From an optimization exercise on the open Yosys and OpenROAD flow, aimed at small area, a short achievable clock period and few clock cycles; shortcuts taken in it are not production practice.
At most, simulation tests tie the RTL to the original design; equivalence was not proved.
For run 1, only the layout was checked, not whether the RTL still works.
No activity file was given, so power comes from the tool's default toggle rates.

==> design.v <==
module nasa_scale_enc (
    input  wire        clk,
    input  wire        rst,
    input  wire        start,
    input  wire [31:0] q_num,       
    input  wire [15:0] q_den,       
    input  wire [15:0] a_num,       
    input  wire [15:0] a_den,       
    input  wire [1:0]  width,       
    input  wire        is_signed,
    output wire        ready,
    output reg         done,
    output wire [31:0] bytes_out,
    output reg         range_err
);
    reg         s_idle, s_mul, s_chk, s_align, s_div, s_ovf, s_fin;
    reg         mul1;        
    reg         first;       
    reg  [5:0]  cnt;
    reg         neg;         
    reg  [1:0]  w_r;
    reg         s_r;
    reg         ovf_hi;      
    reg  [65:0] x;
    reg  [31:0] qx;          
    reg  [31:0] pd;          
    wire w8  = (w_r == 2'd0);
    wire w16 = (w_r == 2'd1);
    wire [15:0] mr_or = x[31:16] | pd[15:0];
    reg  [3:0]  top;
    integer i;
    always @* begin
        top = 4'd0;
        for (i = 0; i < 16; i = i + 1)
            if (mr_or[i]) top = i[3:0];
    end
    wire        bn    = x[16];
    wire        sub   = first || s_chk || !x[65];
    wire [33:0] add_a = x[65:32] & {34{!s_fin}};
    wire [33:0] add_b = s_mul ? {2'd0, qx & {32{bn}}} :
                        s_fin ? {2'd0, x[32:1]} :
                                {{2{sub}}, pd ^ {32{sub}}};
    wire        rnd   = (x[0] ^ neg) && ((|x[64:33]) || (x[1] ^ neg));
    wire        add_c = s_mul ? (bn & neg) : s_fin ? 1'b1 : sub;
    wire [33:0] sum   = add_a + add_b + {33'd0, add_c};
    wire        q_bit = !sum[33];
    wire        bd    = pd[0];
    wire [16:0] sum_d = {1'b0, pd[31:16]} + (bd ? {1'b0, x[15:0]} : 17'd0);
    wire [31:0] qs    = x[32:1];
    wire hi7  = qs[7],  hi15 = qs[15], hi31 = qs[31];
    wire lo7z = ~|qs[6:0],  lo15z = ~|qs[14:0],  lo31z = ~|qs[30:0];
    wire lo7o = &qs[6:0],   lo15o = &qs[14:0],   lo31o = &qs[30:0];
    wire hiK  = neg ^ (w8 ? hi7  : w16 ? hi15  : hi31);
    wire sz   = w8 ? lo7z : w16 ? lo15z : lo31z;
    wire so   = w8 ? lo7o : w16 ? lo15o : lo31o;
    wire loKz = neg ? so : sz;                           
    wire loKo = neg ? sz : so;                           
    wire mag0 = !hiK && loKz && !rnd;                    
    wire in_range = s_r ? (neg ? (!hiK || (loKz && !rnd))              
                               : (!hiK && !(loKo && rnd)))             
                        : (neg ? mag0
                               : !(hiK && loKo && rnd));               
    assign ready = s_idle;
    assign bytes_out = x[31:0];
    wire [31:0] wmask = {{16{!w8 && !w16}}, {8{!w8}}, 8'hff};
    wire       mul_last = mul1 ? ~|mr_or[15:1] : (cnt == 6'd0);
    wire [3:0] top_m1   = top - 4'd1;
    wire       ovf0     = first && (ovf_hi || q_bit);    
    wire [5:0] n_div    = w8 ? 6'd9 : 6'd17;
    always @(posedge clk) begin
        if (s_idle) begin
            x   <= {34'd0, a_den, q_den};
            pd  <= {16'd0, a_num};
            qx  <= q_num ^ {32{q_num[31]}};
            neg <= q_num[31];
            w_r <= width;
            s_r <= is_signed;
        end
        if (s_mul) begin
            pd       <= {sum_d, pd[15:1]};
            x[65:16] <= {2'd0, sum[32:0], x[31:17]};
            if (mul_last) x[15:0] <= {1'b0, {15{neg}}};
            cnt      <= mul_last ? n_div : mul1 ? {2'd0, top_m1} : cnt - 6'd1;
            ovf_hi   <= 1'b0;
        end
        if (s_align) begin
            x      <= w8 ? {x[57:0], 8'd0} : {16'd0, x[65:16]};
            ovf_hi <= w8 && (|x[63:57]);
            if (!w8) cnt <= 6'd33;
        end
        if (s_div) begin
            x         <= {sum[32:0], x[31:0], q_bit ^ neg};
            cnt       <= cnt - 6'd1;
            range_err <= 1'b1;
        end
        if (s_ovf) begin
            x[31:0]   <= 32'd0;
        end
        if (s_fin) begin
            x[31:0]   <= ((rnd ^ neg) ? sum[31:0] : x[32:1]) & wmask & {32{in_range}};
            range_err <= !in_range;
        end
    end
    always @(posedge clk) begin
        if (rst) begin
            s_idle  <= 1'b1;
            s_mul   <= 1'b0;
            s_chk   <= 1'b0;
            s_align <= 1'b0;
            s_div   <= 1'b0;
            s_ovf   <= 1'b0;
            s_fin   <= 1'b0;
            done    <= 1'b0;
            first   <= 1'b0;
            mul1    <= 1'b0;
        end else begin
            done <= 1'b0;
            mul1 <= 1'b0;
            if (s_idle && start) begin
                s_idle <= 1'b0;
                s_mul  <= 1'b1;
                mul1   <= 1'b1;
            end
            if (s_mul && mul_last) begin
                s_mul   <= 1'b0;
                s_align <= w8;
                s_chk   <= w_r[1];
                s_div   <= w16;
                first   <= 1'b1;
            end
            if (s_chk) begin
                s_chk   <= 1'b0;
                s_align <= q_bit;        
                s_div   <= !q_bit;
            end
            if (s_align) begin
                s_align <= 1'b0;
                s_div   <= 1'b1;
            end
            if (s_div) begin
                first <= 1'b0;
                if (ovf0) begin
                    s_div  <= 1'b0;
                    s_ovf  <= 1'b1;
                end else if (cnt == 6'd0) begin
                    s_div <= 1'b0;
                    s_fin <= 1'b1;
                end
            end
            if (s_ovf) begin
                s_ovf  <= 1'b0;
                s_idle <= 1'b1;
                done   <= 1'b1;
            end
            if (s_fin) begin
                s_fin  <= 1'b0;
                s_idle <= 1'b1;
                done   <= 1'b1;
            end
        end
    end
endmodule
==> flow/run.sh <==
#!/bin/bash
bash standard.sh SETUP_SLACK_MARGIN=8 TNS_END_PERCENT=0 finish > standard.log 2>&1
==> standard.sh <==
#!/bin/bash
# synth_recipe.tcl (not shown) runs the flow's synth.tcl, then flattens the netlist and writes it again
# the make line also repeats each setting of config.mk as NAME=value (left out here)
make -C /OpenROAD-flow-scripts/flow DESIGN_CONFIG=/design/flow/config.mk WORK_HOME=/design/flow/orfs CLKGATE_MAP_FILE= SYNTH_SCRIPT=/design/flow/synth_recipe.tcl "${@:-finish}"
==> config.mk <==
export PLATFORM = sky130hd
export DESIGN_NAME = nasa_scale_enc
export DESIGN_NICKNAME = nasa_scale_enc
export VERILOG_FILES = /design/flow/design.v
export SDC_FILE = /design/flow/constraint.sdc
export NUM_CORES = 4
export LEC_CHECK = 0
export CAP_MARGIN = 20
export CORE_MARGIN = 2
export CORE_UTILIZATION = 40
export SLEW_MARGIN = 20
==> constraint.sdc <==
create_clock -name core_clock -period 12.0 [get_ports {clk}]
set_input_delay 2.4000 -clock core_clock [delete_from_list [all_inputs] [get_ports {clk}]]
set_output_delay 2.4000 -clock core_clock [all_outputs]
set_load 0.01 [all_outputs]
==> impl_metrics.ini, run 1 <==
[yosys]
yosys_most_used_dff = edfxtp_1
async_flop_share_pct = 0
synth_nets = 1564
synthesis.area_um2 = 12260
synth_cell_types = 73
synthTopCellsByArea = edfxtp_1, xor2_1, dfxtp_1
synth_edf_count = 119
ys_ff_latch = 151
synth_top_area_share_pct = 29.15
synth_most_common_cell = nand2_1
ys_seq_area_share_pct = 34.37
synth-warning-count = 1
synth_top_cell_by_area = edfxtp_1
syn_inst = 1424
synth.top_cells.by_count = nand2_1, a21oi_1, edfxtp_1
syn_area_per_cell_um2 = 8.610

[global_route]
grt_pass1_vias = 11180
overflow = 0
grt_first_pass_wirelength_um = 69220
grt_start_max_net_pins = 91
gr-usage-all-layers_pct = 29.20
grt_antenna_before_repair = 2

[worst_setup_path]
crit_required_ns = 9.60
reg2reg_slack_ns = 7.78
cp_max_fo = 10
crit_buf_inv = 1
endpoint_kind = primary output
critPathKind = reg -> out
critPathTopFamily = flip-flops
worst_ep_arrival_time_ns = 1.97
path_cells = clkdlybuf4s50_1
slowest_delay_ns = 0.85
cp_slowest_cell = edfxtp_1
worst_setup_path_start_kind = register

[timing]
finalHoldViolations = 0
setup_viol = 0
drv_slew = 0
relSlewSlack_pct = 31.28
holdWs_ns = 0.4439
rsz0062_at_grt = true
max_freq_mhz = 228.6
period_minus_slack_ns = 4.375
fin_setup_tns_ns = 0
tightest_slew_ns = 1.027
finalClockSkew_ns = 0.01313
period_share_pct = 36.45

[cts]
htreeDepth = 4
clock_latency_ns = 0.44
cts_tree = done
cts.clk_slew.worst_paths_ns = 0.07
clockBufferDepth = 2
cts_num_sinks = 151
cts_buffers = 17
cts_hold_buf = 0
cts-root-buf = clkbuf_16

[drt]
drtIter0Drc = 1698
wl_um = 47270
first_pass_iters = 5
antenna_left = 0
num_vias = 11890
wire_per_inst_um = 25.11
drcViolationCount = 0
vias_per_cell = 6.319

[run_status]
status = finished clean

[floorplan]
die-area_um2 = 32070
die_x_um = 179.1
fp.dieH_um = 179.1
initial_core_util_pct = 40.40
ios = 121
row_count = 64
core_area_um2 = 30350

[power_and_ir_drop]
ir_drop_mv = 0.09043
cellPowerDensity_nw_per_um2 = 194.4
cellLeakagePower_nw = 5.710

[layout]
drive_above_1_share_pct = 11.10
n_antenna_cell = 0
synthToLayoutAreaGrowth_pct = 18.05
instances_no_fill = 1882
final_util_pct = 47.69
fin_nets = 1613

[place]
dpl.hpwl_um = 32590
post-place-cells = 1820
port_buffers = 120
place.gp.congestion = 0.9454

[min_path]
hold_class = reg -> reg

[job]
max-cap-violations = 0
## per-layer routing
layer / GRT usage, % / share of wire [%] / vias to the layer above
li1: - / - / 5273
met1: 41.03 / 41 / 5767
met2: 43.72 / 43 / 710
met3: 6.340 / 12 / 141
met4: 11.08 / 3.8 / 2
met5: 0 / 0.028 / -
## cell families after synthesis
kind of cell	count (synthesis)	share of synthesized area, %
xor gates and xnor gates	104	7.429
buffers and inverters	175	6.378
DFF	151	34.37
adders and majority gates	54	5.694
and+or+nand+nor	421	16.33
muxes	79	6.807
AOI/OAI and AO/OA	440	22.99
## power breakdown
group | total [mW] | internal (mW) | switching (mW)
clock | 0.539 | 0.294 | 0.244
combinational | 1.37 | 0.560 | 0.812
sequential | 0.903 | 0.687 | 0.216
total | 2.81 | 1.54 | 1.27
## layout by cell type (no fill, tap or decap), types with 7 or more instances in the layout
cell,Yosys,routed
nand2b_1,7,7
nor4_1,13,13
a21oi_1,119,117
a22oi_1,8,8
o21ai_0,117,113
clkbuf_16,0,20
xnor2_1,25,24
and2_1,19,18
nor2b_1,53,53
o22ai_1,31,31
a21o_1,17,17
o31ai_1,10,9
mux2i_1,44,43
nand4_1,15,15
edfxtp_1,119,119
nor3_1,23,23
buf_4,32,39
nand2_1,156,156
a311oi_1,15,15
xor2_1,79,78
inv_1,36,36
mux2_2,35,35
a211oi_1,32,30
a31oi_1,17,15
nand3_1,22,22
clkdlybuf4s50_1,0,119
a211o_1,9,9
ha_1,51,50
a221oi_1,15,15
dfxtp_1,32,25
nor2_1,83,82
## area by class of cell
| type | count | area, um2 |
|---|---|---|
| Clock buffer | 22 | 488.0 |
| Clock inverter | 10 | 80.08 |
| Fill cell | 2918 | 15880 |
| Inverter | 37 | 138.9 |
| Multi-Input combinational cell | 1098 | 7368 |
| Sequential cell | 151 | 4230 |
| Tap cell | 396 | 495.5 |
| Timing Repair Buffer | 168 | 1673 |
## sequential cells by signal, indices dropped and copies added, names as in the netlist, 2 cells and up
signal,count
x,66
cnt,6
qx,31
w_r,2
pd,32
## stage by stage
step	total power [mW]	worst slack (ns)	instance area, um2
after floorplan	1.703	7.999	12330
after global placement	2.158	7.313	13490
after detailed placement	2.163	7.166	13490
after CTS	2.719	7.647	14150
after global routing	2.944	7.573	14470
final	2.813	7.625	14470
## path summary, 6_finish.rpt
kind	from	end	cells after the start
min	s_ovf$_SDFF_PP0_	s_ovf$_SDFF_PP0_	1
min reg2reg	s_ovf$_SDFF_PP0_	s_ovf$_SDFF_PP0_	1
max	x[23]$_DFFE_PP_	bytes_out[23]	1
max reg2reg	s_chk$_SDFF_PP0_	x[61]$_DFFE_PP_	19
## what timing repair did
item,in CTS,in global routing
pin swaps,1,11
setup endpoints to repair,84,84
setup buffers,4,23
cloned,1,2
resized for setup,8,28
==> inputs of run 2 (changes only) <==
--- a/design.v
+++ b/design.v
@@ -89,7 +89,7 @@
             if (!w8) cnt <= 6'd33;
         end
         if (s_div) begin
-            x         <= {sum[32:0], x[31:0], q_bit ^ neg};
+            x         <= {sum[32:0], x[31:0], first ? (neg && !cnt[5]) : (q_bit ^ neg)};
             cnt       <= cnt - 6'd1;
             range_err <= 1'b1;
         end
==> flow/run.sh (replaced) <==
#!/bin/bash
bash standard.sh SETUP_SLACK_MARGIN=8 finish > standard.log 2>&1
==> run 2 against run 1 <==
  * Critical endpoint is now bytes_out[12]
  * Wire length is 2.3% higher
  * Largest power group unchanged
  * Setup slack gained 0.36 ns
  * Sequential share of layout area down 1.7 points
==> impl_metrics.ini, run 2 <==
[yosys]
synth_top_cell_by_area = edfxtp_1
yosys_most_used_dff = edfxtp_1
synth-warning-count = 1
synth_top_area_share_pct = 28.44
syn_inst = 1452
synth_most_common_cell = nand2_1
synthTopCellsByArea = edfxtp_1, xor2_1, o21ai_0
ys_seq_area_share_pct = 33.54
synth_nets = 1592
synthesis.area_um2 = 12560
synth_cell_types = 82
synth.top_cells.by_count = nand2_1, o21ai_0, edfxtp_1
async_flop_share_pct = 0
synth_edf_count = 119
syn_area_per_cell_um2 = 8.653
ys_ff_latch = 151

[global_route]
grt_antenna_before_repair = 2
grt_start_max_net_pins = 77
grt_first_pass_wirelength_um = 71270
grt_pass1_vias = 11320
gr-usage-all-layers_pct = 28.67
overflow = 0

[floorplan]
row_count = 64
die-area_um2 = 32840
core_area_um2 = 30750
fp.dieH_um = 181.2
initial_core_util_pct = 40.86
ios = 121
die_x_um = 181.2

[power_and_ir_drop]
combPwrFrac_pct = 53.3
clkPwrFrac_pct = 19.6
ir_drop_mv = 0.09898
p_sw_share_pct = 43.96
power_mw = 3.141
switching_power_mw = 1.381
cellLeakagePower_nw = 6.087
power.internal_mw = 1.760
p_seq_share_pct = 27.1
cellPowerDensity_nw_per_um2 = 203.6

[timing]
max_freq_mhz = 249.4
relSlewSlack_pct = 26.40
drv_slew = 0
rsz0062_at_grt = true
holdWs_ns = 0.4376
setup_viol = 0
period_share_pct = 33.42
finalClockSkew_ns = 0.01065
tightest_slew_ns = 1.100
fin_setup_tns_ns = 0
finalHoldViolations = 0
period_minus_slack_ns = 4.010

[worst_setup_path]
critPathKind = reg -> out
path_cells = clkdlybuf4s50_1
crit_buf_inv = 1
endpoint_kind = primary output
cp_max_fo = 8
worst_setup_path_start_kind = register
critPathTopFamily = buffers and inverters
reg2reg_slack_ns = 7.99
cp_slowest_cell = clkdlybuf4s50_1
crit_required_ns = 9.60
slowest_delay_ns = 0.62
worst_ep_arrival_time_ns = 1.61

[drt]
wl_um = 48380
num_vias = 12180
drcViolationCount = 0
vias_per_cell = 6.248
wire_per_inst_um = 24.82
antenna_left = 0
first_pass_iters = 6
drtIter0Drc = 1774

[layout]
drive_above_1_share_pct = 17.21
fin_area_um2 = 15430
fin_nets = 1678
reg_top3 = x: 66 flops, pd: 32 flops, qx: 31 flops
largest_register = x
largest_reg_flops = 66
final_util_pct = 50.17
synthToLayoutAreaGrowth_pct = 22.77
mostFrequentLayoutCells = nand2_1, edfxtp_1, clkdlybuf4s50_1, o21ai_0, a21oi_1
layout_commonest_cell = nand2_1
n_fill_cell = 2960

[cts]
cts_buffers = 17
cts_num_sinks = 151
cts_hold_buf = 0
clock_latency_ns = 0.44
clockBufferDepth = 2
cts_tree = done
cts.clk_slew.worst_paths_ns = 0.07
htreeDepth = 4
cts-root-buf = clkbuf_16

[place]
place.gp.congestion = 0.9572
port_buffers = 120
placed_area_um2 = 13810
dpl.hpwl_um = 33490

[job]
max-cap-violations = 0

[run_status]
status = finished clean

[min_path]
hold_class = reg -> reg
## run 2: worst reg2reg max path, delay by kind of cell (launching register included)
family	cells	cell delay (ns)
AO/OA/AOI/OAI	10	1.47
XOR/XNOR	1	0.16
adder cells (fa/ha/maj)	2	0.78
buffers and inverters	4	0.62
flip-flops	1	0.40
AND/OR/NAND/NOR	1	0.32
## run 2: through the flow
stage | cells | setup WS (ns)
2_1_floorplan | 1452 | 8.000
3_3_place_gp | 1857 | 7.552
3_5_place_dp | 1857 | 7.480
4_1_cts | 1915 | 8.000
5_1_grt | 1947 | 7.868
6_report | 1949 | 7.990
## run 2: worst paths after layout
path,start,to,depth (start not counted)
worst min-delay path,s_ovf$_SDFF_PP0_,s_ovf$_SDFF_PP0_,1
worst max register to register,x[65]$_DFFE_PP_,x[51]$_DFFE_PP_,18
worst min register to register,s_ovf$_SDFF_PP0_,s_ovf$_SDFF_PP0_,1
worst max-delay path,x[12]$_DFF_P_,bytes_out[12],1
## run 2: final cells by class
type / instances / area, um2 / area share (%)
Inverter: 33 / 127.6 / 0.8273
Tap cell: 396 / 495.5 / 3.212
Clock inverter: 14 / 222.7 / 1.444
Timing Repair inverter: 1 / 5.005 / 0.03244
Timing Repair Buffer: 209 / 1992 / 12.91
Multi-Input combinational cell: 1125 / 7904 / 51.24
Sequential cell: 151 / 4245 / 27.52
Clock buffer: 18 / 429.2 / 2.782
Antenna cell: 2 / 5.005 / 0.03244
## run 2: cell families after synthesis
kind of cell    synth area share [%]
compound gates                 22.99
simple gates                   17.24
buf+inv                        6.801
flops                          33.54
xor+xnor                       7.250
mux                            6.622
fa+ha+maj                      5.557
## run 2: routing by layer
layer	GRT usage [%]	up-vias	part of all wire [%]
li1	-	5462	-
met1	40.15	5807	42
met2	42.11	767	42
met3	6.652	138	12
met4	12.39	4	4.1
met5	0	-	0.054
## run 2: power by group through the flow
stage          Combinational (mW)  Clock [mW]  Sequential (mW)
2_1_floorplan               0.961           0            0.759
3_3_place_gp                 1.34           0            0.861
3_5_place_dp                 1.34           0            0.859
4_1_cts                      1.45       0.618            0.835
5_1_grt                      1.77       0.639            0.848
6_report                     1.67       0.617            0.850
## run 2: repair_timing
item,in CTS,in global routing
setup endpoints to repair,71,54
cloned,3,0
buffers inserted,23,32
gates resized for setup,51,85
pin swaps,19,41
Testbench counts of run 2, summed over its fixed seeds: cycles 78,008.
==> inputs of run 3 (changes only) <==
--- a/design.v
+++ b/design.v
@@ -35,7 +35,7 @@
             if (mr_or[i]) top = i[3:0];
     end
     wire        bn    = x[16];
-    wire        sub   = first || s_chk || !x[65];
+    wire        sub   = !x[65];
     wire [33:0] add_a = x[65:32] & {34{!s_fin}};
     wire [33:0] add_b = s_mul ? {2'd0, qx & {32{bn}}} :
                         s_fin ? {2'd0, x[32:1]} :
@@ -142,7 +142,8 @@
                 if (ovf0) begin
                     s_div  <= 1'b0;
                     s_ovf  <= 1'b1;
-                end else if (cnt == 6'd0) begin
+                end
+                if (cnt == 6'd0) begin
                     s_div <= 1'b0;
                     s_fin <= 1'b1;
                 end
==> run 3 against run 2 <==
  * Synthesized cell count barely moved
  * Utilization is 1.1 points lower
  * Combinational power down 7%
==> impl_metrics.ini, run 3 <==
[floorplan]
fp.dieH_um = 180.2
row_count = 64
initial_core_util_pct = 40.60
core_area_um2 = 30590
ios = 121
die-area_um2 = 32480
die_x_um = 180.2

[power_and_ir_drop]
switching_power_mw = 1.329
clkPwrFrac_pct = 18.6
cellPowerDensity_nw_per_um2 = 200.1
combPwrFrac_pct = 51.9
cellLeakagePower_nw = 5.794
power.internal_mw = 1.671
p_seq_share_pct = 29.5
p_sw_share_pct = 44.31
power_mw = 3.000
ir_drop_mv = 0.1067

[place]
dpl.hpwl_um = 33520
placed_area_um2 = 13620
port_buffers = 120
post-place-cells = 1843
place.gp.congestion = 0.9190

[timing]
max_freq_mhz = 251.4
finalClockSkew_ns = 0.01530
drv_slew = 0
period_share_pct = 33.15
finalHoldViolations = 0
relSlewSlack_pct = 25.10
tightest_slew_ns = 1.122
fin_setup_tns_ns = 0
rsz0062_at_grt = true
setup_viol = 0
period_minus_slack_ns = 3.978

[layout]
multi_input_area_um2 = 7701
fin_area_um2 = 14990
synthToLayoutAreaGrowth_pct = 20.72
instances_no_fill = 1922
layout_commonest_cell = nor2_1
largest_reg_flops = 66
reg_top3 = x: 66 flops, pd: 32 flops, qx: 31 flops
mostFrequentLayoutCells = nor2_1, a21oi_1, edfxtp_1, clkdlybuf4s50_1, nand2_1
largest_register = x
drive_above_1_share_pct = 14.32
seq_area_um2 = 4260
fin_nets = 1649
n_fill_cell = 2960

[worst_setup_path]
slowest_delay_ns = 0.60
r2r_start = x[65]$_DFFE_PP_
endpoint_kind = primary output
r2r_end = s_div$_SDFF_PP0_
crit_buf_inv = 1
path_cells = clkdlybuf4s50_1
critPathTopFamily = buffers and inverters
critPathLaunch = x[12]$_DFF_P_
cp_max_fo = 8
crit_required_ns = 9.60
worst_ep_arrival_time_ns = 1.58
critPathKind = reg -> out
r2r_cells = 16
reg2reg_slack_ns = 8.07
crit_end = bytes_out[12]
cp_slowest_cell = clkdlybuf4s50_1
worst_setup_path_start_kind = register
worstSetupPathDepth = 1

[yosys]
synthesis.area_um2 = 12420
async_flop_share_pct = 0
synth_cell_types = 77
synth_xor_area_share_pct = 7.736
synth_nets = 1591
synth_top_cell_by_area = edfxtp_1
synth_adder_area_share_pct = 5.702
yosys_most_used_dff = edfxtp_1
synthTopCellsByArea = edfxtp_1, xor2_1, a21oi_1
synth_top_area_share_pct = 28.77
synth_top_family_by_area = compound AO/OA/AOI/OAI gates
ys_ff_latch = 151
muxShareOfSynthArea_pct = 5.268
synthSimpleGateAreaFrac_pct = 17.45
syn_area_per_cell_um2 = 8.560
synth_edf_count = 119
syn_inst = 1451
synth-warning-count = 1
synth.top_cells.by_count = a21oi_1, nor2_1, edfxtp_1
synth_compound_area_share_pct = 23.57
ys_seq_area_share_pct = 33.93
synth_most_common_cell = a21oi_1

[drt]
drtIter0Drc = 1446
drcViolationCount = 0
first_pass_iters = 6
vias_per_cell = 6.380
wire_per_inst_um = 25.58
antenna_left = 0
wl_um = 49170
num_vias = 12260

[global_route]
grt_antenna_before_repair = 1
grt_first_pass_wirelength_um = 72010
grt_start_max_net_pins = 85
overflow = 0
grt_pass1_vias = 11450
gr-usage-all-layers_pct = 29.32

[cts]
cts_tree = done
clock_latency_ns = 0.44
cts_buffers = 17
htreeDepth = 4
cts_hold_buf = 0
cts-root-buf = clkbuf_16
cts_num_sinks = 151
clockBufferDepth = 2
cts.clk_slew.worst_paths_ns = 0.07

[run_status]
status = finished clean

[job]
max-cap-violations = 0

[min_path]
hold_class = reg -> reg
## run 3: cell count changes after synthesis, sizes merged, moves of 20 or more
cell    before  now
a21oi      106  145
buf         69   49
clkbuf      74   95
nand2      160  107
nor2        91  140
o21ai      143  106
## run 3: per-layer routing
metal / part of all wire (%) / GRT usage [%] / vias to the layer above
met5: 0 / 0 / -
li1: - / - / 5424
met2: 43 / 42.89 / 786
met3: 12 / 9.256 / 144
met1: 40 / 39.63 / 5908
met4: 4.5 / 12.94 / 0
## run 3: how the worst min path moves through the flow
stage / from / slack [ns] / endpoint / cells past startpoint
after floorplan: s_ovf$_SDFF_PP0_ / 0.41 / s_ovf$_SDFF_PP0_ / 1
after global placement: s_ovf$_SDFF_PP0_ / 0.48 / s_ovf$_SDFF_PP0_ / 1
after detailed placement: s_ovf$_SDFF_PP0_ / 0.49 / s_ovf$_SDFF_PP0_ / 1
after CTS: s_ovf$_SDFF_PP0_ / 0.50 / s_ovf$_SDFF_PP0_ / 1
after global routing: s_ovf$_SDFF_PP0_ / 0.51 / s_ovf$_SDFF_PP0_ / 1
final: s_ovf$_SDFF_PP0_ / 0.51 / s_ovf$_SDFF_PP0_ / 1
## run 3: area by class of cell
cell class                      count  share of cell area [%]
Multi-Input combinational cell   1129                   51.36
Timing Repair Buffer              182                   12.12
Tap cell                          396                   3.304
Inverter                           28                  0.7009
Clock inverter                      5                  0.3838
Sequential cell                   151                   28.41
Clock buffer                       27                   3.647
Antenna cell                        4                 0.06676
## run 3: metrics by stage
step                util, %  worst slack [ns]  hold slack (ns)
floorplan                 -             8.009           0.4121
global placement      44.52             7.247           0.4823
detailed placement    44.52             7.169           0.4887
CTS                   47.85             7.923           0.5013
global route          48.99             7.907           0.5142
finish                49.02             8.022           0.5078
## run 3: worst register-to-register path, cell delays in order (launching register included)
cell and delay [ns]:
edfxtp_1 0.44, buf_6 0.17, bufbuf_16 0.31, xor2_1 0.17
nor2_1 0.10, a21oi_1 0.06, o21ai_1 0.25, ha_1 0.35
and2_1 0.22, a221o_1 0.35, nor2_1 0.11, nand2_1 0.13
o2111ai_2 0.31, o211a_4 0.26, nor3b_2 0.07, or3b_1 0.38
a211oi_1 0.18
## run 3: cell families (layout without fill, tap and decap cells)
| logic type | after synthesis | after routing |
|---|---|---|
| simple gates | 444 | 445 |
| flops | 151 | 151 |
| other cells | 0 | 4 |
| buf+inv | 172 | 242 |
| mux | 62 | 62 |
| xor+xnor | 108 | 108 |
| fa+ha+maj | 55 | 55 |
| compound gates | 459 | 459 |
## run 3: repair_timing
action	in CTS	in global routing
setup endpoints to repair	83	50
gates cloned	3	0
endpoints found under the hold margin	0	0
pin swaps	6	29
buffers inserted	27	13
resized for setup	43	71
## run 3: power by group through the flow
stage | clock [mW] | sequential [mW] | combinational, mW
2_1_floorplan | 0 | 0.765 | 1.01
3_3_place_gp | 0 | 0.906 | 1.35
3_5_place_dp | 0 | 0.903 | 1.35
4_1_cts | 0.561 | 0.867 | 1.44
5_1_grt | 0.580 | 0.885 | 1.67
6_report | 0.557 | 0.886 | 1.56
Testbench counts of run 3, summed over its fixed seeds: cycles 78,008.
==> inputs of run 4 (changes only) <==
--- a/design.v
+++ b/design.v
@@ -16,6 +16,7 @@
     reg         s_idle, s_mul, s_chk, s_align, s_div, s_ovf, s_fin;
     reg         mul1;        
     reg         first;       
+    reg         chk2;        
     reg  [5:0]  cnt;
     reg         neg;         
     reg  [1:0]  w_r;
@@ -84,9 +85,9 @@
             ovf_hi   <= 1'b0;
         end
         if (s_align) begin
-            x      <= w8 ? {x[57:0], 8'd0} : {16'd0, x[65:16]};
+            x      <= w8 ? {x[57:0], 8'd0} : {8'd0, x[65:8]};
             ovf_hi <= w8 && (|x[63:57]);
-            if (!w8) cnt <= 6'd33;
+            if (!w8) cnt <= chk2 ? 6'd33 : 6'd25;
         end
         if (s_div) begin
             x         <= {sum[32:0], x[31:0], first ? (neg && !cnt[5]) : (q_bit ^ neg)};
@@ -113,6 +114,7 @@
             done    <= 1'b0;
             first   <= 1'b0;
             mul1    <= 1'b0;
+            chk2    <= 1'b0;
         end else begin
             done <= 1'b0;
             mul1 <= 1'b0;
@@ -127,6 +129,7 @@
                 s_chk   <= w_r[1];
                 s_div   <= w16;
                 first   <= 1'b1;
+                chk2    <= 1'b0;
             end
             if (s_chk) begin
                 s_chk   <= 1'b0;
@@ -135,7 +138,9 @@
             end
             if (s_align) begin
                 s_align <= 1'b0;
-                s_div   <= 1'b1;
+                s_chk   <= w_r[1] && !chk2;
+                s_div   <= !w_r[1] || chk2;
+                chk2    <= 1'b1;
             end
             if (s_div) begin
                 first <= 1'b0;
==> run 4 against run 3 <==
  * Still clean
  * Setup slack worse by 0.046 ns
  * Sequential power decreased by 9.3%
  * Count of clock-buffer cells in the layout fell by 10
  * Synthesized area grew 0.49%
  * Global-route usage shrank 1.0 points
  * Combinational power is 18% lower
  * Critical endpoint is now x[31]$_DFFE_PP_
  * Largest power group unchanged
==> impl_metrics.ini, run 4 <==
[yosys]
async_flop_share_pct = 0
synth_edf_count = 119
synth_top_cell_by_area = edfxtp_1
syn_area_per_cell_um2 = 8.614
synthTopCellsByArea = edfxtp_1, a21oi_1, dfxtp_1
synth-warning-count = 1
synth.top_cells.by_count = a21oi_1, nor2_1, nand2_1
synth_top_area_share_pct = 28.63
synth_most_common_cell = a21oi_1
synthesis.area_um2 = 12480
syn_inst = 1449
synth_nets = 1589
yosys_most_used_dff = edfxtp_1
ys_seq_area_share_pct = 33.92
ys_ff_latch = 152
synth_cell_types = 77

[worst_setup_path]
cp_max_fo = 9
critPathKind = reg -> reg
worst_setup_path_start_kind = register
endpoint_kind = register
worstSetupPathDepth = 18
reg2reg_slack_ns = 7.98
crit_end = x[31]$_DFFE_PP_
worst_ep_arrival_time_ns = 4.19
critPathTopFamily = compound AO/OA/AOI/OAI gates
cp_slowest_cell = a2111oi_4
critPathLaunch = x[65]$_DFFE_PP_
slowest_delay_ns = 0.46
r2r_start = x[65]$_DFFE_PP_
r2r_end = x[31]$_DFFE_PP_
path_cells = buf_4, buf_12, xor2_1, nor2_1, a21oi_1, o21ai_2, ha_1, a211oi_2, o21ai_2, a2111oi_4, o21ai_2, o211ai_2, buf_4, a21oi_2, a21oi_2, xnor2_2, mux2i_1, o21ai_1
crit_buf_inv = 3
crit_required_ns = 12.17
cpMostUsedCell = o21ai_2
r2r_cells = 18

[cts]
cts-root-buf = clkbuf_16
cts_buffers = 17
htreeDepth = 4
cts.clk_slew.worst_paths_ns = 0.08
cts_tree = done
clock_latency_ns = 0.44
clockBufferDepth = 2
cts_num_sinks = 152

[place]
placed_area_um2 = 13660
dpl.hpwl_um = 33380
place.gp.congestion = 0.9517
pre_cts_ws_ns = 6.986
port_buffers = 120

[timing]
holdWs_ns = 0.4726
relSlewSlack_pct = 24.49
fin_setup_tns_ns = 0
setup_ws_ns = 7.977
finalHoldViolations = 0
tightest_slew_ns = 1.128
period_minus_slack_ns = 4.023
period_share_pct = 33.53
max_freq_mhz = 248.5
setup_viol = 0
drv_slew = 0
finalClockSkew_ns = 0.01480
rsz0062_at_grt = true

[drt]
num_vias = 12080
wire_per_inst_um = 24.99
wl_um = 48260
vias_per_cell = 6.255
drtIter0Drc = 1611
first_pass_iters = 7
antenna_left = 0
drcViolationCount = 0

[min_path]
whs_path_depth = 1
hold_class = reg -> reg

[floorplan]
ios = 121
fp.dieH_um = 180.7
initial_core_util_pct = 40.70
row_count = 64
core_area_um2 = 30670
die_x_um = 180.7
die-area_um2 = 32630

[global_route]
grt_start_max_net_pins = 74
grt_antenna_before_repair = 0
overflow = 0
gr-usage-all-layers_pct = 28.28
grt_pass1_vias = 11150
grt_first_pass_wirelength_um = 70130

[power_and_ir_drop]
cellPowerDensity_nw_per_um2 = 172.8
cellLeakagePower_nw = 5.991
combPwrFrac_pct = 48.7
p_sw_share_pct = 43.28
power.internal_mw = 1.488
p_seq_share_pct = 30.7
switching_power_mw = 1.135
ir_drop_mv = 0.1354
clkPwrFrac_pct = 20.6

[layout]
n_fill_cell = 2930
final_util_pct = 49.49
multi_input_area_um2 = 7810
n_antenna_cell = 0
fin_area_um2 = 15180
synthToLayoutAreaGrowth_pct = 21.61
fin_nets = 1662
largest_register = x
mostFrequentLayoutCells = a21oi_1, nor2_1, nand2_1, clkdlybuf4s50_1, edfxtp_1
drive_above_1_share_pct = 17.85
layout_commonest_cell = a21oi_1
seq_area_um2 = 4277
reg_top3 = x: 66 flops, pd: 32 flops, qx: 31 flops
largest_reg_flops = 66

[job]
max-cap-violations = 0

[run_status]
status = finished clean
-- run 4: worst min path at each step --
stage / startpoint / end
after global placement: s_ovf$_SDFF_PP0_ / s_ovf$_SDFF_PP0_
after global routing: s_ovf$_SDFF_PP0_ / s_ovf$_SDFF_PP0_
final: s_ovf$_SDFF_PP0_ / s_ovf$_SDFF_PP0_
after detailed placement: s_ovf$_SDFF_PP0_ / s_ovf$_SDFF_PP0_
after floorplan: s_ovf$_SDFF_PP0_ / s_ovf$_SDFF_PP0_
after CTS: s_ovf$_SDFF_PP0_ / s_ovf$_SDFF_PP0_
-- run 4: cells by family (layout without fill, tap and decap cells) --
kind of cell / count (synthesis) / after routing / share of synthesized area, %
compound gates: 437 / 437 / 22.10
xor+xnor: 103 / 103 / 7.227
fa+ha+maj: 54 / 54 / 5.593
buf+inv: 180 / 265 / 6.666
flops: 152 / 152 / 33.92
mux: 89 / 89 / 7.628
simple gates: 434 / 435 / 16.86
-- run 4: layout make-up --
cell class,instances,share of cell area (%)
repair buffers,196,12.53
well taps,396,3.264
clock buffers,17,2.802
flip-flops and latches,152,28.17
inverters,37,0.9149
multi-input cells,1118,51.45
clock inverters,15,0.8655
-- run 4: routing by layer --
layer | GRT usage [%] | share of wire [%]
met1 | 39.38 | 41
met5 | 0 | 0
met3 | 5.942 | 10
met4 | 11.77 | 4.2
met2 | 42.49 | 44
-- run 4: repair_timing --
action                                 CTS  global route
setup endpoints to repair               86            47
buffers inserted                        23            31
pin swaps                                7            41
resized for setup                       55            68
endpoints found under the hold margin    0             0
hold buffers                             0             0
gates cloned                             2             2
-- run 4: power by group through the flow --
stage	clock network, mW	logic [mW]	registers [mW]
after floorplan	0	0.760	0.728
after detailed placement	0	1.04	0.826
after CTS	0.543	1.12	0.792
after global placement	0	1.04	0.828
final	0.541	1.28	0.804
after global routing	0.564	1.37	0.804
-- run 4: stage by stage --
step | total power [mW] | cells
final | 2.623 | 1931
after detailed placement | 1.864 | 1841
after global placement | 1.865 | 1841
after floorplan | 1.488 | 1449
after global routing | 2.734 | 1931
after CTS | 2.459 | 1898
Testbench counts of run 4, summed over its fixed seeds: cycles 76,081.
==> inputs of run 5 (changes only) <==
==> run.sh (new file) <==
#!/bin/bash
# synth_recipe.tcl (not shown) runs the flow's synth.tcl, then flattens the netlist and writes it again
# the make line also repeats each setting of config.mk as NAME=value (left out here)
make -C /OpenROAD-flow-scripts/flow DESIGN_CONFIG=/design/flow/config.mk WORK_HOME=/design/flow/orfs CLKGATE_MAP_FILE= SYNTH_SCRIPT=/design/flow/synth_recipe.tcl finish
removed: flow/run.sh
removed: standard.sh
==> run 5 against run 4 <==
  * Sequential power rose by 2%
  * Fmax down 23%
  * Register-to-register slack worse by 1.2 ns
  * Clock skew increased by 0.0011 ns
  * Utilization shrank 2.9 points
  * Largest power group unchanged
  * Global-route usage shrank 0.64 points
  * Still clean
  * Largest cell class unchanged
  * First-iteration DRC count is 10% lower
  * Critical path type unchanged
  * Synthesized area stayed put
  * Critical path depth fell by 2
  * Non-clock buffer count down 52
==> impl_metrics.ini, run 5 <==
[run_status]
status = finished clean

[timing]
setup_viol = 0
setup_ws_ns = 6.777
drv_slew = 0
max_freq_mhz = 191.5
period_share_pct = 43.52
relSlewSlack_pct = 21.99
fin_setup_tns_ns = 0
finalClockSkew_ns = 0.01588
tightest_slew_ns = 1.166
period_minus_slack_ns = 5.223
rsz0062_at_grt = false
finalHoldViolations = 0

[floorplan]
die_x_um = 180.7
core_area_um2 = 30670
ios = 121
die-area_um2 = 32630
row_count = 64
fp.dieH_um = 180.7
initial_core_util_pct = 40.70

[worst_setup_path]
cp_slowest_cell = buf_4
critPathKind = reg -> reg
cp_max_fo = 80
path_cells = buf_4, nor2_1, a21oi_1, o21ai_0, fa_1, fa_1, a211oi_1, o21ai_0, nand3_1, a21boi_0, a31oi_2, o211ai_2, a31o_1, a21oi_1, xor2_1, a21boi_0
crit_required_ns = 12.16
worst_setup_path_start_kind = register
critPathTopFamily = compound AO/OA/AOI/OAI gates
crit_buf_inv = 1
endpoint_kind = register
slowest_delay_ns = 0.65
worst_ep_arrival_time_ns = 5.38

[yosys]
synth_edf_count = 119
synthSimpleGateAreaFrac_pct = 16.86
synth-warning-count = 1
ys_seq_area_share_pct = 33.92
synthTopCellsByArea = edfxtp_1, a21oi_1, dfxtp_1
ys_ff_latch = 152
yosys_most_used_dff = edfxtp_1
syn_inst = 1449
synth_top_cell_by_area = edfxtp_1
synth_nets = 1589
synth.top_cells.by_count = a21oi_1, nor2_1, nand2_1
synth_xor_area_share_pct = 7.227
synth_top_area_share_pct = 28.63
synth_top_family_by_area = compound AO/OA/AOI/OAI gates
synth_cell_types = 77
synth_most_common_cell = a21oi_1
async_flop_share_pct = 0
synth_compound_area_share_pct = 22.10
synth_adder_area_share_pct = 5.593
muxShareOfSynthArea_pct = 7.628
syn_area_per_cell_um2 = 8.614
synthesis.area_um2 = 12480

[cts]
cts.clk_slew.worst_paths_ns = 0.07
cts_hold_buf = 0
htreeDepth = 4
cts_setup_buffers = 0
cts-root-buf = clkbuf_16
clockBufferDepth = 2
clock_latency_ns = 0.44
cts_resized = 0
cts_tree = done
cts_buffers = 17
cts_num_sinks = 152

[layout]
n_antenna_cell = 0
reg_top3 = x: 66 flops, pd: 32 flops, qx: 31 flops
largest_register = x
mostFrequentLayoutCells = a21oi_1, nor2_1, nand2_1, clkdlybuf4s50_1, edfxtp_1
fin_nets = 1609
n_fill_cell = 3027
instances_no_fill = 1878
layout_commonest_cell = a21oi_1
synthToLayoutAreaGrowth_pct = 14.53
largest_reg_flops = 66
drive_above_1_share_pct = 9.649

[drt]
drcViolationCount = 0
drtIter0Drc = 1445
vias_per_cell = 6.243
antenna_left = 0
wire_per_inst_um = 24.77
wl_um = 46510
first_pass_iters = 16
num_vias = 11730

[place]
pre_cts_ws_ns = 6.935
dpl.hpwl_um = 32980
place.gp.congestion = 0.9535
port_buffers = 120
post-place-cells = 1846

[global_route]
overflow = 0
grt_antenna_before_repair = 1
grt_pass1_vias = 10920
gr-usage-all-layers_pct = 27.64
grt_first_pass_wirelength_um = 68520
grt_start_max_net_pins = 81

[job]
max-cap-violations = 0

[power_and_ir_drop]
clkPwrFrac_pct = 23.5
cellPowerDensity_nw_per_um2 = 172.9
cellLeakagePower_nw = 5.593
switching_power_mw = 1.045
combPwrFrac_pct = 43.3
p_sw_share_pct = 42.28
power.internal_mw = 1.427
ir_drop_mv = 0.09957
p_seq_share_pct = 33.2

[min_path]
hold_class = reg -> reg
run 5: area by class of cell:
class	instances	area, um2	area share, %
flip-flops and latches	152	4248	29.72
clock inverters	14	171.4	1.199
well taps	396	495.5	3.466
repair buffers	144	1376	9.628
inverters	37	138.9	0.9715
clock buffers	18	429.2	3.002
multi-input cells	1117	7436	52.02
run 5: through the flow:
step / util [%] / hold slack [ns] / power [mW] / cell area, um2
after detailed placement: 44.64 / 0.4407 / 1.862 / 13690
after CTS: 46.60 / 0.4597 / 2.442 / 14290
after global placement: 44.64 / 0.4445 / 1.866 / 13690
final: 46.61 / 0.4710 / 2.472 / 14300
after floorplan: - / 0.4165 / 1.484 / 12480
after global routing: 46.61 / 0.4813 / 2.573 / 14300
run 5: path summary, 6_finish.rpt:
check / from / end / slack, ns / cells past startpoint
min reg2reg: s_ovf$_SDFF_PP0_ / s_ovf$_SDFF_PP0_ / 0.47 / 1
min: s_ovf$_SDFF_PP0_ / s_ovf$_SDFF_PP0_ / 0.47 / 1
max: s_fin$_SDFF_PP0_ / x[63]$_DFFE_PP_ / 6.78 / 16
max reg2reg: s_fin$_SDFF_PP0_ / x[63]$_DFFE_PP_ / 6.78 / 16
run 5: logic make-up (layout without fill, tap and decap cells):
| family | Yosys count | count (layout) |
|---|---|---|
| flops | 152 | 152 |
| fa+ha+maj | 54 | 54 |
| simple gates | 434 | 434 |
| compound gates | 437 | 437 |
| mux | 89 | 89 |
| xor+xnor | 103 | 103 |
| buf+inv | 180 | 213 |
run 5: power by group through the flow:
stage / Sequential, mW / Clock [mW] / Combinational, mW
after global placement: 0.821 / 0 / 1.04
after detailed placement: 0.819 / 0 / 1.04
after global routing: 0.822 / 0.600 / 1.15
final: 0.821 / 0.581 / 1.07
after floorplan: 0.728 / 0 / 0.756
after CTS: 0.809 / 0.581 / 1.05
run 5: worst reg2reg max path, stage by stage, from the launching register on:
cell and delay, ns:
dfxtp_4 0.55, buf_4 0.66, nor2_1 0.15, a21oi_1 0.14
o21ai_0 0.13, fa_1 0.51, fa_1 0.50, a211oi_1 0.33
o21ai_0 0.22, nand3_1 0.14, a21boi_0 0.24, a31oi_2 0.42
o211ai_2 0.16, a31o_1 0.24, a21oi_1 0.21, xor2_1 0.23
a21boi_0 0.11
run 5: per-layer routing:
metal	global-route usage (%)	vias up	wire, um
met2	40.29	743	19750
met4	13.94	0	2362
met5	0	-	0
met1	38.67	5583	19340
li1	-	5273	-
met3	5.639	126	5058
==> inputs of run 6 (changes only) <==
==> flow/run.sh (new file) <==
#!/bin/bash
bash standard.sh SETUP_SLACK_MARGIN=8 TNS_END_PERCENT=0 finish > standard.log 2>&1
==> standard.sh (new file) <==
#!/bin/bash
# synth_recipe.tcl (not shown) runs the flow's synth.tcl, then flattens the netlist and writes it again
# the make line also repeats each setting of config.mk as NAME=value (left out here)
make -C /OpenROAD-flow-scripts/flow DESIGN_CONFIG=/design/flow/config.mk WORK_HOME=/design/flow/orfs CLKGATE_MAP_FILE= SYNTH_SCRIPT=/design/flow/synth_recipe.tcl "${@:-finish}"
removed: run.sh
==> run 6 against run 5 <==
  * Still clean on timing, DRC and antenna
  * Sequential cell count unchanged
  * Design area increased by 1.4%
  * Count of clock-buffer cells in the layout down 1
  * Global-route usage grew 0.38 points
  * Clock skew down 0.0018 ns
  * Sequential share of layout area fell by 0.41 points
  * Wire length is 1.7% higher
  * Critical path depth shrank 15
  * Clock power is 7.1% lower
  * Hold slack gained 0.018 ns
  * Critical endpoint is now bytes_out[26]
  * Highest routed layer unchanged
==> impl_metrics.ini, run 6 <==
[yosys]
syn_area_per_cell_um2 = 8.614
synth_top_area_share_pct = 28.63
ys_ff_latch = 152
synth_top_cell_by_area = edfxtp_1
ys_seq_area_share_pct = 33.92
async_flop_share_pct = 0
synth_nets = 1589
synth_most_common_cell = a21oi_1
yosys_most_used_dff = edfxtp_1
synth.top_cells.by_count = a21oi_1, nor2_1, nand2_1
synth_adder_area_share_pct = 5.593
synthesis.area_um2 = 12480
synth_top_family_by_area = compound AO/OA/AOI/OAI gates
synth_compound_area_share_pct = 22.10
synth_edf_count = 119
synth_xor_area_share_pct = 7.227
synth_cell_types = 77
synth-warning-count = 1
muxShareOfSynthArea_pct = 7.628
synthSimpleGateAreaFrac_pct = 16.86
syn_inst = 1449
synthTopCellsByArea = edfxtp_1, a21oi_1, dfxtp_1

[timing]
holdWs_ns = 0.4886
tightest_slew_ns = 1.093
period_minus_slack_ns = 4.332
setup_viol = 0
max_freq_mhz = 230.8
drv_slew = 0
relSlewSlack_pct = 26.80
finalHoldViolations = 0
rsz0062_at_grt = true
fin_setup_tns_ns = 0
period_share_pct = 36.10
finalClockSkew_ns = 0.01403

[worst_setup_path]
cp_slowest_cell = edfxtp_1
path_cells = clkdlybuf4s50_1
endpoint_kind = primary output
critPathKind = reg -> out
worst_setup_path_start_kind = register
crit_buf_inv = 1
slowest_delay_ns = 0.82
critPathTopFamily = flip-flops
crit_required_ns = 9.60
cp_max_fo = 10
worst_ep_arrival_time_ns = 1.93

[cts]
clock_latency_ns = 0.44
cts_buffers = 17
htreeDepth = 4
clockBufferDepth = 2
cts_num_sinks = 152
cts-root-buf = clkbuf_16
cts.clk_slew.worst_paths_ns = 0.08
cts_tree = done

[run_status]
status = finished clean

[drt]
antenna_left = 0
drcViolationCount = 0
vias_per_cell = 6.245
wl_um = 47310
num_vias = 11790
drtIter0Drc = 1543
wire_per_inst_um = 25.07
first_pass_iters = 8

[floorplan]
die_x_um = 180.7
die-area_um2 = 32630
core_area_um2 = 30670
row_count = 64
initial_core_util_pct = 40.70
ios = 121
fp.dieH_um = 180.7

[layout]
reg_top3 = x: 66 flops, pd: 32 flops, qx: 31 flops
multi_input_area_um2 = 7517
largest_reg_flops = 66
fin_nets = 1618
synthToLayoutAreaGrowth_pct = 16.11
largest_register = x
n_fill_cell = 2979
layout_commonest_cell = a21oi_1
n_antenna_cell = 0
fin_area_um2 = 14490
instances_no_fill = 1887
mostFrequentLayoutCells = a21oi_1, nor2_1, nand2_1, clkdlybuf4s50_1, edfxtp_1
seq_area_um2 = 4248
drive_above_1_share_pct = 11.13

[place]
port_buffers = 120
post-place-cells = 1841
dpl.hpwl_um = 33380
place.gp.congestion = 0.9517
placed_area_um2 = 13660

[job]
max-cap-violations = 0

[global_route]
gr-usage-all-layers_pct = 28.02
grt_pass1_vias = 10980
grt_start_max_net_pins = 77
grt_antenna_before_repair = 0
overflow = 0
grt_first_pass_wirelength_um = 69380

[power_and_ir_drop]
power_mw = 2.475
cellPowerDensity_nw_per_um2 = 170.8
ir_drop_mv = 0.1325
cellLeakagePower_nw = 5.691

[min_path]
hold_class = reg -> reg
==> run 6: changes by cell type in the layout (fill, tap and decap cells not counted), moves of 4 or more <==
cell	change
a21oi_1	-4
a21oi_2	+4
clkinvlp_4	-5
inv_8	+4
o21ai_0	-9
o21ai_1	+8
==> run 6: repair_timing <==
action,CTS,global route
hold buffers,0,0
setup buffers,7,4
setup endpoints to repair,86,74
cloned,1,2
gates resized for setup,14,15
pin swaps,1,5
==> run 6: path summary, 6_finish.rpt <==
check,endpoint,cells past startpoint,from,slack [ns]
worst max-delay path,bytes_out[26],1,x[26]$_DFFE_PP_,7.67
worst min-delay path,s_ovf$_SDFF_PP0_,1,s_ovf$_SDFF_PP0_,0.49
worst max register to register,s_div$_SDFF_PP0_,16,x[65]$_DFFE_PP_,7.74
worst min register to register,s_ovf$_SDFF_PP0_,1,s_ovf$_SDFF_PP0_,0.49
==> run 6: per-layer routing <==
layer | wire, um | vias up | GRT usage (%)
li1 | - | 5296 | -
met1 | 19710 | 5635 | 39.40
met2 | 20840 | 738 | 42.45
met3 | 5069 | 116 | 5.679
met4 | 1688 | 0 | 10.29
met5 | 0 | - | 0
==> run 6: metrics by stage <==
stage | setup slack (ns) | util [%]
global placement | 6.985 | 44.55
detailed placement | 6.986 | 44.55
finish | 7.668 | 47.25
global route | 7.615 | 47.25
CTS | 7.713 | 46.88
floorplan | 8.008 | -
==> run 6: power breakdown <==
part	switching, mW	internal [mW]
combinational	0.664	0.451
sequential	0.150	0.669
clock	0.265	0.275
==> run 6: kinds of logic after synthesis <==
| logic type | Yosys count |
|---|---|
| xor+xnor | 103 |
| simple gates | 434 |
| compound gates | 437 |
| flops | 152 |
| fa+ha+maj | 54 |
| mux | 89 |
| buf+inv | 180 |
==> run 6: final cells by class <==
type                    instances  area share, %
well taps                     396          3.419
clock inverters                15         0.9065
flip-flops and latches        152          29.31
clock buffers                  17          2.935
inverters                      37         0.9583
repair buffers                152          10.60
multi-input cells            1118          51.87

-- separate check: timing with driven ports --
In the flow no input, the clock included, has a driving cell. The finished layouts below were timed again as built, in two steps.
Step 1 assumes that a clkbuf_16 drives the clock port and a buf_2 every other input.
Step 2 also shifts input and output timing later by t, the mid clock arrival at the registers, as if the neighbouring blocks saw the same clock.
Slacks: no drivers / after step 1 / after step 2; pairs: no drivers / after step 1.
| run | shift t [ns] | setup slack, ns | worst setup path at the end | slew at the worst register clock pin (ns) | worst slew at a driven data input, ns |
|---|---|---|---|---|---|
| run 1 | 0.481 | 7.625 / 7.577 / 7.676 | input to register | 0.07 / 0.07 | 0.04 |
| run 2 | 0.483 | 7.990 / 7.941 / 7.979 | input to register | 0.07 / 0.07 | 0.04 |
| run 3 | 0.480 | 8.022 / 7.974 / 7.645 | input to register | 0.07 / 0.07 | 0.04 |
| run 4 | 0.483 | 7.977 / 7.968 / 7.724 | input to register | 0.08 / 0.08 | 0.04 |
| run 5 | 0.484 | 6.777 / 6.777 / 6.777 | register to register | 0.07 / 0.07 | 0.04 |
| run 6 | 0.483 | 7.668 / 7.621 / 7.739 | register to register | 0.08 / 0.08 | 0.04 |
After both steps setup and hold are still met in every run listed. For run 3, which loses most, drivers alone change the setup slack by -0.048 ns; drivers and shift together by -0.377 ns.
